This design comes from an exercise in tuning for small area, a short achievable clock period and few clock cycles per item on the open sky130 flow, not from production work. In this exercise RTL edits were held to simulation tests only and were not proved equivalent to the original.

== job 101 ==
==> flow/design.v (excerpt) <==
module pll_div_encoder (
    input  wire        clk,
    input  wire        rst,
    input  wire        in_valid,
    output wire        in_ready,
    input  wire        in_op,
    input  wire [31:0] in_a,
    input  wire [31:0] in_num,
    input  wire [31:0] in_denom,
    output wire        out_valid,
    input  wire        out_ready,
    output wire [31:0] out_p1,
    output wire [31:0] out_p2,
    output wire [31:0] out_p3
);
export LEC_CHECK = 0
export ABC_AREA = 1
export CAP_MARGIN = 20
export CORE_MARGIN = 2
export CORE_UTILIZATION = 40
export SETUP_SLACK_MARGIN = 4.3
export SLEW_MARGIN = 20
create_clock -name core_clock -period 10.0 [get_ports {clk}]
standard.sh (not shown) runs the stock make flow with config.mk's settings and CLKGATE_MAP_FILE= SYNTH_SCRIPT=/design/flow/synth_recipe.tcl, a recipe that flattens the netlist after the stock synthesis.
==> flow/flow/run.sh <==
#!/bin/bash
# Standard layout, except that synthesis leaves adders to ABC instead of
# extracting full/half-adder cells first (ADDER_MAP_FILE empty). Registers,
# names and every later step are those of the standard flow.
set -euo pipefail
bash standard.sh ADDER_MAP_FILE= finish > flow_make.log 2>&1
Testbench counts of job 101, summed over its fixed seeds: cycles 19,310, items 3,200.
Edits applied to the flow inputs when going from job 101 to job 102:
--- a/flow/design.v
+++ b/flow/design.v
@@ -54,19 +54,19 @@
     wire [31:0] xn  = NR << lzn;
     wire [31:0] xd  = DR << lzd;
     wire        rnd_n = xn[7] & ((|xn[6:0]) | xn[8]);
     wire        rnd_d = xd[7] & ((|xd[6:0]) | xd[8]);
     wire [6:0]  E0    = {2'b00, lzd} - {2'b00, lzn} + 7'd7;
     wire        big   = (|NR[31:24]) | (|DR[31:24]);
     wire        pre   = ~big & (xn[31:26] < xd[31:26]);
     wire        is_int  = (NR == 32'd0);
     wire        is_unit = opr & (DR == 32'd1) & ~is_int;
-    wire take  = rdy;      
+    wire take  = (st == S_IDLE) | (st == S_FIN);
     wire free  = ~ov | out_ready;
     wire [24:0] mn_inc = {1'b0, R[23:0]} + {24'd0, rn};
     wire [23:0] mn_r   = mn_inc[24] ? 24'h800000 : mn_inc[23:0];
     wire [6:0]  E_r    = E + {6'd0, mn_inc[24]};
     wire [24:0] dA  = R + {1'b1, ~md} + {24'd0, ~rd};    
     wire        bA  = ~dA[24];
     wire [23:0] rA  = bA ? dA[23:0] : R[23:0];
     wire [24:0] R1  = {rA, 1'b0};
     wire [24:0] dB  = R1 + {1'b1, ~md} + {24'd0, ~rd};
@@ -85,21 +85,27 @@
     wire        zero   = (chkA & ~bA) | (chkB & ~bB);
     wire        div_done = zero | m12;
     wire        carry  = m12 & caseB & ~zero;
     wire        L23    = b0;
     wire        g      = L23 ? b24 : b25;
     wire        sticky = (L23 & b25) | (|R);
     wire        bl     = L23 ? b23 : b24;
     wire        up     = g & (sticky | bl);
     wire [6:0]  kE     = E - (L23 ? 7'd23 : 7'd24);
-    wire [31:0] acc_sh = ps[1] ? {P2[29:0], 2'b00} : ps[0] ? {P2[30:0], 1'b0} : P2;
-    wire [31:0] fr_x   = ps[1] ? {P1[29:0], pd}    : ps[0] ? {P1[30:0], pd[0]} : P1;
-    wire        fr_cin = ~ps[1] & ~ps[0] & pd[0];
+    reg  [31:0] acc_sh, fr_x;
+    always @(*) begin
+        case (ps)
+            2'd1:    begin acc_sh = {P2[30:0], 1'b0};  fr_x = {P1[30:0], pd[0]}; end
+            2'd2:    begin acc_sh = {P2[29:0], 2'b00}; fr_x = {P1[29:0], pd};    end
+            default: begin acc_sh = P2;                fr_x = P1;                end
+        endcase
+    end
+    wire        fr_cin = (ps == 2'd0) & pd[0];
     wire [31:0] hstep  = acc_sh + ({32{pd[1]}} & {P3[30:0], 1'b0})
                                 + ({32{pd[0]}} & P3);
     wire        fin    = (st == S_FIN);
     wire [24:0] a_eff  = in_op ? in_a[24:0] : {17'd0, in_a[7:0]};
     wire [31:0] kterm  = fin ? ({KR, 7'd0} - 32'd512) : 32'd0;
     wire [31:0] p1_sum = kterm + fr_x + {31'd0, fr_cin};
     wire [31:0] p2_fin = {NR[24:0], 7'd0} - hstep;
     reg [2:0] st_n;
     always @(*) begin
--- outcome ---
Between job 101 and job 102, utilization after layout decreased.
Compared job 102 against job 101; global router's overall resource usage within noise.
Job 102 against job 101: simple-gate share of the synthesized area lost 0.86 points, share of the yosys chip area belonging to registers lost 0.26 points, clock insertion delay at the later pin of the skew report picked up an extra 0.03 ns.
In job 102, diode insertion count for antenna repair is lower than in job 101.
Job 102 has clock skew after layout below what job 101 had.
On register-to-register slack, job 102 and job 101 are neck and neck.
Detailed-routing wirelength on met1: job 102 > job 101
Of the two values seen for start point of the critical path, DR[15] was produced by job 101 and NR[5] by job 102.
Testbench counts of job 102, summed over its fixed seeds: cycles 19,310, items 3,200.

## what the ideal ports hide
In the flow no input, the clock included, has a driving cell. The finished layouts below were timed again as built, in two steps. Step 1 assumes that a clkbuf_16 drives the clock port and a buf_2 every other input. Step 2, shift: input delay + t, output delay - t, t = (earliest + latest rising clock arrival at the registers) / 2. This alone moves slack from input paths to output paths. a / b / c = ideal / step 1 / step 2; a / b = the first two.
run | t, ns | setup WS [ns] | worst data-port slew with drivers (ns)
job 101 | 0.631 | 4.572 / 4.572 / 4.572 | 0.08
job 102 | 0.660 | 4.566 / 4.566 / 4.566 | 0.05
After both steps setup and hold are still met in every run listed.
